What follows belongs to an exercise in optimizing a design on an open flow for small area, a short achievable clock period and few clock cycles; a production flow would make more cautious choices. For this run, only the layout was checked, not whether the RTL still works. Power is estimated from default activity; no workload was simulated.

## flow/config.mk

```make
export PLATFORM = sky130hd
export DESIGN_NAME = mml_voice
export DESIGN_NICKNAME = mml_voice
export VERILOG_FILES = /design/flow/design.v
export SDC_FILE = /design/flow/constraint.sdc
export NUM_CORES = 4
export LEC_CHECK = 0
export ABC_AREA = 1
export CAP_MARGIN = 20
export CORE_MARGIN = 2
export CORE_UTILIZATION = 40
export SLEW_MARGIN = 20
```

## flow/constraint.sdc

```tcl
create_clock -name core_clock -period 10.0 [get_ports {clk}]
set_input_delay 2.0000 -clock core_clock [delete_from_list [all_inputs] [get_ports {clk}]]
set_output_delay 2.0000 -clock core_clock [all_outputs]
set_load 0.01 [all_outputs]
```

## flow/design.v

```verilog
module mml_voice (
    input  wire        clk,
    input  wire        rst,         
    input  wire        in_valid,
    input  wire [7:0]  in_byte,
    input  wire        in_last,     
    output reg         in_ready,
    output reg         out_valid,
    input  wire        out_ready,
    output reg  [1:0]  out_kind,    
    output reg  [18:0] out_freq,    
    output reg  [28:0] out_dur,     
    output reg  [1:0]  out_fill,    
    output reg  [3:0]  out_vol,     
    output reg  [2:0]  out_err,     
    output reg         out_fg       
);
  localparam [1:0] K_TONE = 2'd0, K_END = 2'd1, K_ERR = 2'd2;
  localparam [2:0] E_MISSING_NUM = 3'd1, E_NOTE_RANGE = 3'd2,
                   E_ZERO_LEN    = 3'd3, E_ZERO_TEMPO = 3'd4,
                   E_BAD_ACC     = 3'd5, E_BAD_M      = 3'd6,
                   E_BAD_CMD     = 3'd7;
  localparam [4:0] C_SHARP = 5'd10, C_FLAT = 5'd11, C_DOT = 5'd12,
                   C_SEMI  = 5'd13, C_GT   = 5'd14, C_LT  = 5'd15,
                   C_B     = 5'd17, C_F    = 5'd21,
                   C_L     = 5'd23, C_T    = 5'd24, C_O   = 5'd25,
                   C_V     = 5'd26, C_N    = 5'd27, C_P   = 5'd28,
                   C_M     = 5'd29, C_S    = 5'd30, C_X   = 5'd31;
  localparam [3:0] U_NOP  = 4'd0,    
                   U_GT   = 4'd1,    
                   U_LT   = 4'd2,    
                   U_L    = 4'd3,
                   U_T    = 4'd4,
                   U_O    = 4'd5,
                   U_V    = 4'd6,
                   U_N    = 4'd7,
                   U_NOTE = 4'd8,    
                   U_P    = 4'd9,
                   U_M    = 4'd10,   
                   U_ERR  = 4'd11,   
                   U_SKIP = 4'd12;   
  localparam [29:0] K240 = 30'd240000000, K360 = 30'd360000000;
  function [4:0] classify(input [7:0] b);
    reg [7:0] f;
    begin
      f = (b >= 8'h61 && b <= 8'h7a) ? {b[7:6], 1'b0, b[4:0]} : b;
      if (f >= 8'h30 && f <= 8'h39) classify = {1'b0, f[3:0]};
      else case (f)
        8'h23, 8'h2b: classify = C_SHARP;
        8'h2d: classify = C_FLAT;
        8'h2e: classify = C_DOT;
        8'h3b: classify = C_SEMI;
        8'h3e: classify = C_GT;
        8'h3c: classify = C_LT;
        8'h41, 8'h42, 8'h43, 8'h44, 8'h45, 8'h46, 8'h47:
               classify = {2'b10, f[2:0] - 3'd1};
        8'h4c: classify = C_L;
        8'h54: classify = C_T;
        8'h4f: classify = C_O;
        8'h56: classify = C_V;
        8'h4e: classify = C_N;
        8'h50: classify = C_P;
        8'h4d: classify = C_M;
        8'h53: classify = C_S;
        default: classify = C_X;
      endcase
    end
  endfunction
  reg [4:0] b_cls;
  reg       b_last;
  reg       b_valid;
  reg [4:0] s_cls;
  reg       s_last;
  reg       s_valid;
  wire [4:0] in_cls = classify(in_byte);
  reg [2:0]  oct;
  reg [2:0]  coct;        
  reg [15:0] len_n;
  reg [2:0]  len_k_n;     
  reg        len_p2_n;    
  reg [1:0]  speed;
  reg [3:0]  vol;
  reg        fg;
  reg [27:0] q240;        
  reg [28:0] q360;        
  reg [3:0]  cmd;
  reg        str_done;    
  reg        fresh;       
  reg [3:0]  semi;        
  reg [15:0] num;
  reg        have_num;
  reg        have_len;    
  reg        is_n;        
  reg        dotted;
  reg        divt;        
  reg        divl;        
  reg        stall;       
  reg [4:0]  dcnt;
  reg        endq;        
  reg [17:0] freq_r;      
  reg [2:0]  errc;        
  wire       is_digit = !b_cls[4] && (b_cls[3:0] <= 4'd9);
  wire       is_sharp = (b_cls == C_SHARP);
  wire       is_flat  = (b_cls == C_FLAT);
  wire       is_dot   = (b_cls == C_DOT);
  wire [15:0] num_x10d = {num[12:0], 3'b000} + {num[14:0], 1'b0} + {12'd0, b_cls[3:0]};
  wire        num_sat  = (num > 16'd6553) || (num == 16'd6553 && b_cls[3:0] > 4'd5);
  wire [15:0] num_next = num_sat ? 16'hffff : num_x10d;
  reg cont;
  always @(*) begin
    case (cmd)
      U_L, U_T, U_O, U_V: cont = is_digit;
      U_N, U_P:           cont = !dotted && (is_digit || is_dot);
      U_NOTE:             cont = (fresh && (is_sharp || is_flat)) ||
                                 (!dotted && (is_digit || is_dot));
      U_M:                cont = 1'b1;
      default:            cont = 1'b0;
    endcase
  end
  function [3:0] pow2_k(input [15:0] x);    
    reg [3:0] any1, two1;
    reg [1:0] any2, two2;
    reg       any3, two3;
    integer   j;
    begin
      for (j = 0; j < 4; j = j + 1) begin
        any1[j] = x[2*j] | x[2*j+1];
        two1[j] = x[2*j] & x[2*j+1];
      end
      for (j = 0; j < 2; j = j + 1) begin
        any2[j] = any1[2*j] | any1[2*j+1];
        two2[j] = two1[2*j] | two1[2*j+1] | (any1[2*j] & any1[2*j+1]);
      end
      any3 = any2[0] | any2[1];
      two3 = two2[0] | two2[1] | (any2[0] & any2[1]);
      pow2_k[3] = any3 & !two3 & (x[15:8] == 8'd0);
      pow2_k[0] = x[1] | x[3] | x[5] | x[7];
      pow2_k[1] = x[2] | x[3] | x[6] | x[7];
      pow2_k[2] = x[4] | x[5] | x[6] | x[7];
    end
  endfunction
  wire [3:0]  num_pk   = pow2_k(num);
  wire [15:0] len_sel  = have_len ? num : len_n;
  wire        len_pow2 = have_len ? num_pk[3]   : len_p2_n;
  wire [2:0]  len_k    = have_len ? num_pk[2:0] : len_k_n;
  wire [28:0] q_sel     = dotted ? q360 : {1'b0, q240};
  wire [28:0] dur_shift = q_sel >> len_k;
  function [6:0] n_os(input [6:0] n);    
    case (n)
      7'd1: n_os = {3'd0, 4'd1};
      7'd2: n_os = {3'd0, 4'd2};
      7'd3: n_os = {3'd0, 4'd3};
      7'd4: n_os = {3'd0, 4'd4};
      7'd5: n_os = {3'd0, 4'd5};
      7'd6: n_os = {3'd0, 4'd6};
      7'd7: n_os = {3'd0, 4'd7};
      7'd8: n_os = {3'd0, 4'd8};
      7'd9: n_os = {3'd0, 4'd9};
      7'd10: n_os = {3'd0, 4'd10};
      7'd11: n_os = {3'd0, 4'd11};
      7'd12: n_os = {3'd0, 4'd12};
      7'd13: n_os = {3'd1, 4'd1};
      7'd14: n_os = {3'd1, 4'd2};
      7'd15: n_os = {3'd1, 4'd3};
      7'd16: n_os = {3'd1, 4'd4};
      7'd17: n_os = {3'd1, 4'd5};
      7'd18: n_os = {3'd1, 4'd6};
      7'd19: n_os = {3'd1, 4'd7};
      7'd20: n_os = {3'd1, 4'd8};
      7'd21: n_os = {3'd1, 4'd9};
      7'd22: n_os = {3'd1, 4'd10};
      7'd23: n_os = {3'd1, 4'd11};
      7'd24: n_os = {3'd1, 4'd12};
      7'd25: n_os = {3'd2, 4'd1};
      7'd26: n_os = {3'd2, 4'd2};
      7'd27: n_os = {3'd2, 4'd3};
      7'd28: n_os = {3'd2, 4'd4};
      7'd29: n_os = {3'd2, 4'd5};
      7'd30: n_os = {3'd2, 4'd6};
      7'd31: n_os = {3'd2, 4'd7};
      7'd32: n_os = {3'd2, 4'd8};
      7'd33: n_os = {3'd2, 4'd9};
      7'd34: n_os = {3'd2, 4'd10};
      7'd35: n_os = {3'd2, 4'd11};
      7'd36: n_os = {3'd2, 4'd12};
      7'd37: n_os = {3'd3, 4'd1};
      7'd38: n_os = {3'd3, 4'd2};
      7'd39: n_os = {3'd3, 4'd3};
      7'd40: n_os = {3'd3, 4'd4};
      7'd41: n_os = {3'd3, 4'd5};
      7'd42: n_os = {3'd3, 4'd6};
      7'd43: n_os = {3'd3, 4'd7};
      7'd44: n_os = {3'd3, 4'd8};
      7'd45: n_os = {3'd3, 4'd9};
      7'd46: n_os = {3'd3, 4'd10};
      7'd47: n_os = {3'd3, 4'd11};
      7'd48: n_os = {3'd3, 4'd12};
      7'd49: n_os = {3'd4, 4'd1};
      7'd50: n_os = {3'd4, 4'd2};
      7'd51: n_os = {3'd4, 4'd3};
      7'd52: n_os = {3'd4, 4'd4};
      7'd53: n_os = {3'd4, 4'd5};
      7'd54: n_os = {3'd4, 4'd6};
      7'd55: n_os = {3'd4, 4'd7};
      7'd56: n_os = {3'd4, 4'd8};
      7'd57: n_os = {3'd4, 4'd9};
      7'd58: n_os = {3'd4, 4'd10};
      7'd59: n_os = {3'd4, 4'd11};
      7'd60: n_os = {3'd4, 4'd12};
      7'd61: n_os = {3'd5, 4'd1};
      7'd62: n_os = {3'd5, 4'd2};
      7'd63: n_os = {3'd5, 4'd3};
      7'd64: n_os = {3'd5, 4'd4};
      7'd65: n_os = {3'd5, 4'd5};
      7'd66: n_os = {3'd5, 4'd6};
      7'd67: n_os = {3'd5, 4'd7};
      7'd68: n_os = {3'd5, 4'd8};
      7'd69: n_os = {3'd5, 4'd9};
      7'd70: n_os = {3'd5, 4'd10};
      7'd71: n_os = {3'd5, 4'd11};
      7'd72: n_os = {3'd5, 4'd12};
      7'd73: n_os = {3'd6, 4'd1};
      7'd74: n_os = {3'd6, 4'd2};
      7'd75: n_os = {3'd6, 4'd3};
      7'd76: n_os = {3'd6, 4'd4};
      7'd77: n_os = {3'd6, 4'd5};
      7'd78: n_os = {3'd6, 4'd6};
      7'd79: n_os = {3'd6, 4'd7};
      7'd80: n_os = {3'd6, 4'd8};
      7'd81: n_os = {3'd6, 4'd9};
      7'd82: n_os = {3'd6, 4'd10};
      7'd83: n_os = {3'd6, 4'd11};
      7'd84: n_os = {3'd6, 4'd12};
      default: n_os = 7'd0;
    endcase
  endfunction
  wire [6:0]  n_os_v   = n_os(num[6:0]);
  wire [2:0]  o_sel    = is_n ? n_os_v[6:4] : coct;
  wire [3:0]  s_sel    = is_n ? n_os_v[3:0] : (cmd == U_P) ? 4'd0 : semi;
  wire [18:0] rom_freq;
  mml_freq_rom u_rom (.oct(o_sel), .semi1(s_sel), .freq_chz(rom_freq));
  wire [3:0]  tone_vol = (is_n && (num[6:0] == 7'd0)) ? 4'd0 : vol;
  function [3:0] base_semi1(input [2:0] l);
    case (l)
      3'd0: base_semi1 = 4'd10;   
      3'd1: base_semi1 = 4'd12;   
      3'd2: base_semi1 = 4'd1;    
      3'd3: base_semi1 = 4'd3;    
      3'd4: base_semi1 = 4'd5;    
      3'd5: base_semi1 = 4'd6;    
      default: base_semi1 = 4'd8;  
    endcase
  endfunction
  reg [4:0]  t_cnt0;
  reg [15:0] t_rema0, t_remb0;
  always @(*) begin
    if (num[15:12] != 4'd0) begin
      t_cnt0 = 5'd16; t_rema0 = K240 >> 17; t_remb0 = K360 >> 17;
    end else if (num[11:8] != 4'd0) begin
      t_cnt0 = 5'd20; t_rema0 = K240 >> 21; t_remb0 = K360 >> 21;
    end else if (num[7] != 1'b0) begin
      t_cnt0 = 5'd21; t_rema0 = K240 >> 22; t_remb0 = K360 >> 22;
    end else if (num[6] != 1'b0) begin
      t_cnt0 = 5'd22; t_rema0 = K240 >> 23; t_remb0 = K360 >> 23;
    end else if (num[5] != 1'b0) begin
      t_cnt0 = 5'd23; t_rema0 = K240 >> 24; t_remb0 = K360 >> 24;
    end else begin
      t_cnt0 = 5'd28; t_rema0 = 16'd0;      t_remb0 = 16'd0;
    end
  end
  function [16:0] step1(input [15:0] r, input b, input [15:0] d);
    reg [16:0] t;
    reg [17:0] sd;
    reg        q;
    begin
      t  = {r, b};
      sd = {1'b0, t} - {2'b00, d};
      q  = !sd[17];
      step1 = {q, q ? sd[15:0] : t[15:0]};
    end
  endfunction
  wire        a_b   = divt ? K240[dcnt] : out_dur[28];
  wire [16:0] st_a  = step1(freq_r[15:0], a_b, len_sel);
  wire [16:0] st_b  = step1(out_dur[15:0], K360[dcnt], num);
  wire busy = stall;
  always @(*) begin
    in_ready = !s_valid;
    out_freq = {1'b0, freq_r};
    out_err  = out_vol[2:0];    
  end
  reg        w_consume;    
  reg        w_start;      
  reg        w_skip;       
  reg        w_tone;
  reg        w_end;
  reg        w_err;
  reg        w_fin;        
  reg        w_tdiv;       
  reg        w_ldiv;       
  reg [2:0]  err_code;
  always @(*) begin
    w_consume = 1'b0;
    w_start   = 1'b0;
    w_skip    = 1'b0;
    w_tone    = 1'b0;
    w_end     = 1'b0;
    w_err     = 1'b0;
    w_fin     = 1'b0;
    w_tdiv    = 1'b0;
    w_ldiv    = 1'b0;
    err_code  = errc;
    if (!busy) begin
      case (cmd)
        U_SKIP: w_consume = b_valid;
        U_ERR: begin
          w_err  = 1'b1;
          w_skip = !str_done && b_valid;
        end
        default: begin
          if (str_done || (b_valid && !cont)) begin
            w_fin = 1'b1;
            case (cmd)
              U_L: begin
                if (!have_num)     begin w_fin = 1'b0; err_code = E_MISSING_NUM; end
                else if (num == 0) begin w_fin = 1'b0; err_code = E_ZERO_LEN; end
              end
              U_T: begin
                if (!have_num)     begin w_fin = 1'b0; err_code = E_MISSING_NUM; end
                else if (num == 0) begin w_fin = 1'b0; err_code = E_ZERO_TEMPO; end
              end
              U_O, U_V: begin
                if (!have_num)     begin w_fin = 1'b0; err_code = E_MISSING_NUM; end
              end
              U_N: begin
                if (!have_num)          begin w_fin = 1'b0; err_code = E_MISSING_NUM; end
                else if (num > 16'd84)  begin w_fin = 1'b0; err_code = E_NOTE_RANGE; end
              end
              U_NOTE, U_P: begin
                if (have_num && num == 0) begin w_fin = 1'b0; err_code = E_ZERO_LEN; end
              end
              U_M: begin w_fin = 1'b0; err_code = E_BAD_M; end
              default: ;
            endcase
            if (!w_fin) begin
              w_err  = 1'b1;
              w_skip = !str_done;
            end else if (cmd == U_T) begin
              w_tdiv = 1'b1;                  
            end else if (cmd == U_N || cmd == U_NOTE || cmd == U_P) begin
              if (len_pow2) begin
                w_tone  = 1'b1;
                w_start = b_valid;
              end else begin
                w_ldiv = 1'b1;
              end
            end else begin
              w_end   = str_done;
              w_start = b_valid;
            end
          end else begin
            w_consume = b_valid;
          end
        end
      endcase
    end
  end
  wire needs_out = w_tone || w_end || w_err || w_tdiv || w_ldiv;
  wire go        = !(needs_out && (endq || (out_valid && !out_ready)));
  wire start     = w_start && go;
  wire go_skip   = w_skip && go;
  wire consume   = (w_consume || w_start || w_skip) && go;
  wire emit_tone = w_tone && go;
  wire emit_end  = w_end && go;
  wire emit_err  = w_err && go;
  wire fin       = w_fin && go;
  wire tdiv      = w_tdiv && go;
  wire ldiv      = w_ldiv && go;
  always @(posedge clk) begin
    if (consume) begin
      if (s_valid) begin
        b_cls   <= s_cls;
        b_last  <= s_last;
        s_valid <= 1'b0;
      end else begin
        b_valid <= in_valid;
        b_cls   <= in_cls;
        b_last  <= in_last;
      end
    end else if (!b_valid) begin
      b_valid <= in_valid;
      b_cls   <= in_cls;
      b_last  <= in_last;
    end else if (!s_valid) begin
      s_valid <= in_valid;
      s_cls   <= in_cls;
      s_last  <= in_last;
    end
    if (out_valid && out_ready) begin
      if (endq) begin
        out_kind <= K_END;
        endq     <= 1'b0;
      end else begin
        out_valid <= 1'b0;
      end
    end
    if (emit_tone) begin
      out_valid <= 1'b1;
      out_kind  <= K_TONE;
      freq_r    <= rom_freq[17:0];
      out_dur   <= dur_shift;
      out_fill  <= speed;
      out_vol   <= tone_vol;
      out_fg    <= fg;          
      endq      <= str_done;
    end
    if (emit_end) begin
      out_valid <= 1'b1;
      out_kind  <= K_END;
      out_fg    <= fg;
    end
    if (emit_err) begin
      out_valid      <= 1'b1;
      out_kind       <= K_ERR;
      out_vol[2:0]   <= err_code;
      out_fg         <= fg;
    end
    if (fin) begin
      case (cmd)
        U_GT: coct <= (coct == 3'd6) ? 3'd6 : coct + 3'd1;
        U_LT: coct <= (coct == 3'd0) ? 3'd0 : coct - 3'd1;
        U_L: begin
          len_n    <= num;
          len_k_n  <= num_pk[2:0];
          len_p2_n <= num_pk[3];
        end
        U_O: begin
          oct  <= (num > 16'd6) ? 3'd6 : num[2:0];
          coct <= (num > 16'd6) ? 3'd6 : num[2:0];
        end
        U_V: vol <= (num > 16'd15) ? 4'd15 : num[3:0];
        U_N, U_NOTE, U_P: if (!ldiv) coct <= oct;
        default: ;
      endcase
    end
    if ((emit_tone || emit_end) && !start) begin
      cmd      <= U_NOP;
      str_done <= 1'b0;
    end
    if (emit_err) begin
      if (str_done) begin
        cmd      <= U_NOP;
        str_done <= 1'b0;
      end else if (!go_skip) begin
        cmd <= U_SKIP;
      end
    end
    if (go_skip) begin
      cmd      <= b_last ? U_NOP : U_SKIP;
      str_done <= 1'b0;
    end
    if (cmd == U_SKIP && consume && b_last) cmd <= U_NOP;
    if (start) begin
      str_done <= b_last;
      num      <= 16'd0;
      have_num <= 1'b0;
      have_len <= 1'b0;
      dotted   <= 1'b0;
      fresh    <= 1'b0;
      is_n     <= (b_cls == C_N);
      casez (b_cls)
        C_SEMI: cmd <= U_NOP;
        C_GT:   cmd <= U_GT;
        C_LT:   cmd <= U_LT;
        C_L:    cmd <= U_L;
        C_T:    cmd <= U_T;
        C_O:    cmd <= U_O;
        C_V:    cmd <= U_V;
        C_N:    cmd <= U_N;
        C_P:    cmd <= U_P;
        C_M:    cmd <= U_M;
        5'b10000, 5'b10001, 5'b10010, 5'b10011, 5'b10100, 5'b10101, 5'b10110: begin
          cmd   <= U_NOTE;
          semi  <= base_semi1(b_cls[2:0]);
          fresh <= 1'b1;
        end
        default: begin
          cmd  <= U_ERR;
          errc <= E_BAD_CMD;
        end
      endcase
    end
    if (consume && !start && !go_skip && cmd != U_SKIP) begin
      str_done <= b_last;
      fresh    <= 1'b0;
      if (cmd == U_M) begin
        case (b_cls)
          C_N: begin speed <= 2'd0; cmd <= U_NOP; end
          C_L: begin speed <= 2'd1; cmd <= U_NOP; end
          C_S: begin speed <= 2'd2; cmd <= U_NOP; end
          C_F: begin fg    <= 1'b1; cmd <= U_NOP; end
          C_B: begin fg    <= 1'b0; cmd <= U_NOP; end
          default: begin cmd <= U_ERR; errc <= E_BAD_M; end
        endcase
      end else if (is_digit) begin
        num      <= num_next;
        have_num <= 1'b1;
        have_len <= (cmd != U_N);
      end else if (is_dot) begin
        dotted <= 1'b1;
      end else begin
        if ((is_flat && (semi == 4'd1 || semi == 4'd6)) ||
            (is_sharp && (semi == 4'd5 || semi == 4'd12))) begin
          cmd  <= U_ERR;
          errc <= E_BAD_ACC;
        end else begin
          semi <= is_flat ? semi - 4'd1 : semi + 4'd1;
        end
      end
    end
    if (tdiv) begin
      divt           <= 1'b1;
      stall          <= 1'b1;
      dcnt           <= t_cnt0;
      freq_r[15:0] <= t_rema0;
      out_dur[15:0]  <= t_remb0;
      q240           <= 28'd0;
      q360           <= 29'd0;
      cmd            <= U_NOP;
    end
    if (divt) begin
      freq_r[15:0] <= st_a[15:0];
      out_dur[15:0]  <= st_b[15:0];
      q240           <= {q240[26:0], st_a[16]};
      q360           <= {q360[27:0], st_b[16]};
      dcnt           <= dcnt - 5'd1;
      if (dcnt == 5'd1) stall <= 1'b0;    
      if (dcnt == 5'd0) divt <= 1'b0;
    end
    if (ldiv) begin
      divl           <= 1'b1;
      stall          <= 1'b1;
      dcnt           <= 5'd28;
      freq_r[15:0] <= 16'd0;
      out_dur        <= q_sel;
    end
    if (divl) begin
      freq_r[15:0] <= st_a[15:0];
      out_dur        <= {out_dur[27:0], st_a[16]};
      dcnt           <= dcnt - 5'd1;
      if (dcnt == 5'd0) begin
        divl      <= 1'b0;
        stall     <= 1'b0;
        out_valid <= 1'b1;
        out_kind  <= K_TONE;
        freq_r    <= rom_freq[17:0];
        out_fill  <= speed;
        out_vol   <= tone_vol;
        out_fg    <= fg;
        endq      <= str_done;
        coct      <= oct;
        cmd       <= U_NOP;
        str_done  <= 1'b0;
      end
    end
    if (rst) begin
      b_valid   <= 1'b0;
      s_valid   <= 1'b0;
      oct       <= 3'd4;
      coct      <= 3'd4;
      len_n     <= 16'd4;
      len_k_n   <= 3'd2;
      len_p2_n  <= 1'b1;
      speed     <= 2'd0;
      vol       <= 4'd15;
      fg        <= 1'b1;
      q240      <= 28'd2000000;
      q360      <= 29'd3000000;
      cmd       <= U_NOP;
      str_done  <= 1'b0;
      divt      <= 1'b0;
      divl      <= 1'b0;
      stall     <= 1'b0;
      out_valid <= 1'b0;
      endq      <= 1'b0;
    end
  end
endmodule
module mml_freq_rom (
    input  wire [2:0]  oct,
    input  wire [3:0]  semi1,
    output wire [18:0] freq_chz
);
  reg [18:0] b;
  always @(*) begin
    case (semi1)
      4'd1:  b = 19'd209300;    
      4'd2:  b = 19'd221746;
      4'd3:  b = 19'd234931;    
      4'd4:  b = 19'd248901;
      4'd5:  b = 19'd263702;    
      4'd6:  b = 19'd279382;    
      4'd7:  b = 19'd295995;
      4'd8:  b = 19'd313596;    
      4'd9:  b = 19'd332243;
      4'd10: b = 19'd352000;    
      4'd11: b = 19'd372931;
      4'd12: b = 19'd395106;    
      default: b = 19'd0;
    endcase
  end
  wire [18:0] w = b >> (3'd6 - oct);
  assign freq_chz = {1'b0, w[18:1]} + {18'd0, w[0]};
endmodule
```

## flow/flow/run.sh

```bash
#!/bin/bash
set -euo pipefail
bash standard.sh synth > synth.log 2>&1
bash standard.sh SETUP_SLACK_MARGIN=6.5 "BUFFER_PORTS_ARGS=-buffer_cell sky130_fd_sc_hd__buf_2" finish > layout.log 2>&1
```

## flow/standard.sh

```bash
#!/bin/bash
# synth_recipe.tcl (not shown) runs the flow's synth.tcl, then flattens the netlist and writes it again
# the make line also repeats each setting of config.mk as NAME=value (left out here)
make -C /OpenROAD-flow-scripts/flow DESIGN_CONFIG=/design/flow/config.mk WORK_HOME=/design/flow/orfs CLKGATE_MAP_FILE= SYNTH_SCRIPT=/design/flow/synth_recipe.tcl "${@:-finish}"
```

==> impl_metrics.ini <==
[run_status]
status = finished clean

[synth]
syn_area_per_cell_um2 = 6.64
synth_cell_types = 68
yosys-top-cells-area = dfxtp_1 (18%), nand2_1 (14%), edfxtp_1 (12%)
syn_area_mm2 = 0.0164
synth_mux_area_share_pct = 0.451
yosysWarnings = 2
async_flop_share_pct = 0
synth-adder-area-share_pct = 7.30
synth-edff-count = 63
synthFlopType = dfxtp_1
synthCells = 2462
ys_seq_area_share_pct = 29.6
synth-seq-cells = 210
yosys.area_share.xor_xnor_pct = 2.20
synthDominantCellAreaShare_pct = 18.0
synth_compound_area_share_pct = 22.7
synth_top_area_cell = dfxtp_1
synth_top_family_by_area = simple AND/OR/NAND/NOR gates
synthesis.nets = 2568
synth-simple-area-share_pct = 28.2

[pwr]
combPwrFrac_pct = 59.6
total_power_mw = 5.73
p_per_area_mw_per_mm2 = 288
seqPwrFrac_pct = 23.0
power.switching_mw = 2.76
p_int_mw = 2.97
ir_worst_vdd_v = 0.000179
leakagePower_nw = 8.49
p_clk_share_pct = 17.3
switching_share_pct = 48.2

[setup_path]
critPathRequiredTime_ns = 10.31
worstSetupPathType = reg2reg
cp_top_family = compound AO/OA/AOI/OAI gates
critPathMaxFanout = 8
worst_setup_path_end_kind = register
path_buf_inv = 4
cp_slowest_cell = edfxtp_1
startpoint_type = register
worstPathCellList = buf_4 > buf_4 > ha_1 > nor2_1 > a21oi_1 > a32oi_2 > ha_2 > buf_4 > inv_2 > a31oi_4 > o21ai_4 > and3_1 > a211o_1 > nand2_4 > nand2_8 > o21ai_0 > nand3_1 > o211ai_1 > nand2_1
path_common_cell = buf_4
cp.arrival_ns = 3.96
cpPeakStageDelay_ns = 0.41

[global_route]
top_usage_layer = met2
grtUsageMet1_pct = 34.1
grt-ovfl-total = 0
antenna_found_initial = 0
grt_pass1_vias = 15616
met2_usage_pct = 38.7
use_met3_pct = 3.74
grt_pass1_wl_um = 83800
grt.total_usage_pct = 24.5
grt_max_degree = 67

[floorplan]
die_h_um = 206
rows = 74
core_region_area_mm2 = 0.0406
start_util_pct = 40.3
die-width_um = 206
dieArea_mm2 = 0.0425
ios = 75

[job]
max_cap_viol_count = 0

[sta]
setup_ws_ns = 6.35
tns_ns = 0
final-setup-viol-count = 0
layout_min_cycle_time_ns = 3.65
hold_violations = 0
fmax_ghz = 0.274
worstMarginPinSlew_ns = 1.37
holdWs_ns = 0.445
slew_headroom_pct = 8.31
fin_crit_sh_pct = 36.5
drv_slew = 0
fin_worst_skew_ns = 0.0197
rsz0062_at_grt = true

[finish]
syn_to_final_growth_pct = 21.6
final_util_pct = 49.0
final_layout_size_suffix_gt1_share_pct = 20.4
final_area_mm2 = 0.0199
diodes = 0
stdcell_count = 3129
nNetsFinal = 2682
layout_commonest_cell = nand2_1
most-common-layout-cells = nand2_1 (597), o21ai_0 (228), inv_1 (225)

[routing]
drt-wirelength-per-cell_um = 17.4
drt-total-wl_um = 54300
drtIter0Drc = 1613
drc = 0
via_count = 17365
ant_nets = 0
vias_per_cell = 5.55
dr.pass1.iters = 6

[placement]
portBuffers = 73
dp_slack_ns = 5.15
place_area_mm2 = 0.0171
dp_hpwl_um = 38800
placed_cells = 2974
place_congestion = 0.932

[cts]
cts_made_buffers = 27
cts.sinks = 210
clk_pin_slew_ns = 0.07
ctsHoldBuffers = 0
clockBufferDepth = 3
tritoncts = built
cts_root_buffer = clkbuf_16
h-tree-depth = 1
insertion_delay_ns = 0.58

[min_path]
hp-class = reg2reg
## final cells by class
class / instances / area (um2)
clock inverters: 7 / 80.1
clock buffers: 43 / 818
repair buffers: 184 / 1300
flip-flops and latches: 210 / 4860
inverters: 289 / 1170
well taps: 532 / 666
fillers: 4077 / 20700
repair inverters: 1 / 7.51
multi-input cells: 1863 / 11000
## worst paths after layout
path | cells after the start | slack, ns | start | to
setup / recovery | 19 | 6.35 | dcnt[1] | out_dur[11]
hold / removal | 2 | 0.44 | out_fill[1] | out_fill[1]
setup reg to reg | 19 | 6.35 | dcnt[1] | out_dur[11]
hold reg to reg | 2 | 0.44 | out_fill[1] | out_fill[1]
## cells in the mapped netlist, drive strengths merged, types with 5 or more instances
cell type / instances
a21oi: 184
a221o: 10
a22oi: 5
a31oi: 10
buf: 30
clkbuf: 77
dfxtp: 147
edfxtp: 63
ha: 89
inv: 286
nand2: 643
nand3: 157
nand4: 23
nor2: 172
nor3: 35
o2111ai: 11
o211ai: 48
o21a: 5
o21ai: 321
o221ai: 13
o22ai: 19
or2: 20
xnor2: 11
xor2: 30
## power groups by stage
stage                     Combinational [mW]  Clock (mW)  Sequential [mW]
after floorplan                         2.13           0             1.28
after global placement                  2.78           0             1.32
after detailed placement                2.82           0             1.32
after CTS                               3.01        1.01             1.31
after global routing                    3.79        1.04             1.34
final                                   3.42       0.993             1.32
## flip-flops by register name, indices dropped and copies added, names as in the netlist, 3 cells and up
| register | flops |
|---|---|
| b_cls | 5 |
| cmd | 4 |
| coct | 3 |
| dcnt | 5 |
| errc | 3 |
| freq_r | 18 |
| len_k_n | 3 |
| len_n | 16 |
| n_os_v | 7 |
| num | 16 |
| oct | 3 |
| out_dur | 29 |
| out_vol | 4 |
| q240 | 28 |
| q360 | 29 |
| s_cls | 5 |
| semi | 4 |
| vol | 4 |
## repair_timing
item,CTS,global route
cloned,4,4
gates resized for setup,92,219
pin swaps,28,74
buffers inserted,28,69
setup endpoints to repair,91,119
## worst register-to-register path: cells and delay by family, from the launching register on
kind | cells | cell delay (ns)
AO/OA/AOI/OAI | 7 | 1.36
AND/OR/NAND/NOR | 6 | 0.75
buffers and inverters | 4 | 0.44
adder cells (fa/ha/maj) | 2 | 0.43
flip-flops | 1 | 0.41
## routing by layer
layer / vias to the layer above / share of wire, %
li1: 8586 / -
met1: 8064 / 45
met2: 592 / 44
met3: 123 / 6.9
met4: 0 / 3.7
met5: - / 0
## logic make-up after synthesis
kind of cell             count (synthesis)
AND/OR/NAND/NOR                       1061
adder cells (fa/ha/maj)                 93
XOR/XNOR                                41
AO/OA/AOI/OAI                          653
flip-flops                             210
multiplexers                             7
other                                    1
buffers and inverters                  396

static timing again, ports no longer ideal:
Ports are ideal in the flow. The routed layout listed here was re-timed in OpenROAD.
Step 1: set_driving_cell puts a clkbuf_16 on clk and a buf_2 on each other input, an assumption about the parent block.
Step 2 moves the port delays by t, midway between the first and last clock arrival at a register: inputs arrive t later, outputs are due t later. That takes back most of the time a late clock gives input paths.
a / b / c = no drivers / after step 1 / after step 2; a / b = the first two.
shift t [ns]: 0.621
slack for setup (ns): 6.347 / 6.347 / 5.890
worst setup path after step 2: input to register
slew at the worst register clock pin (ns): 0.07 / 0.07
After both steps setup and hold are still met in this run. The setup slack of this run moves by 0.000 ns with the drivers and by -0.457 ns with both steps.
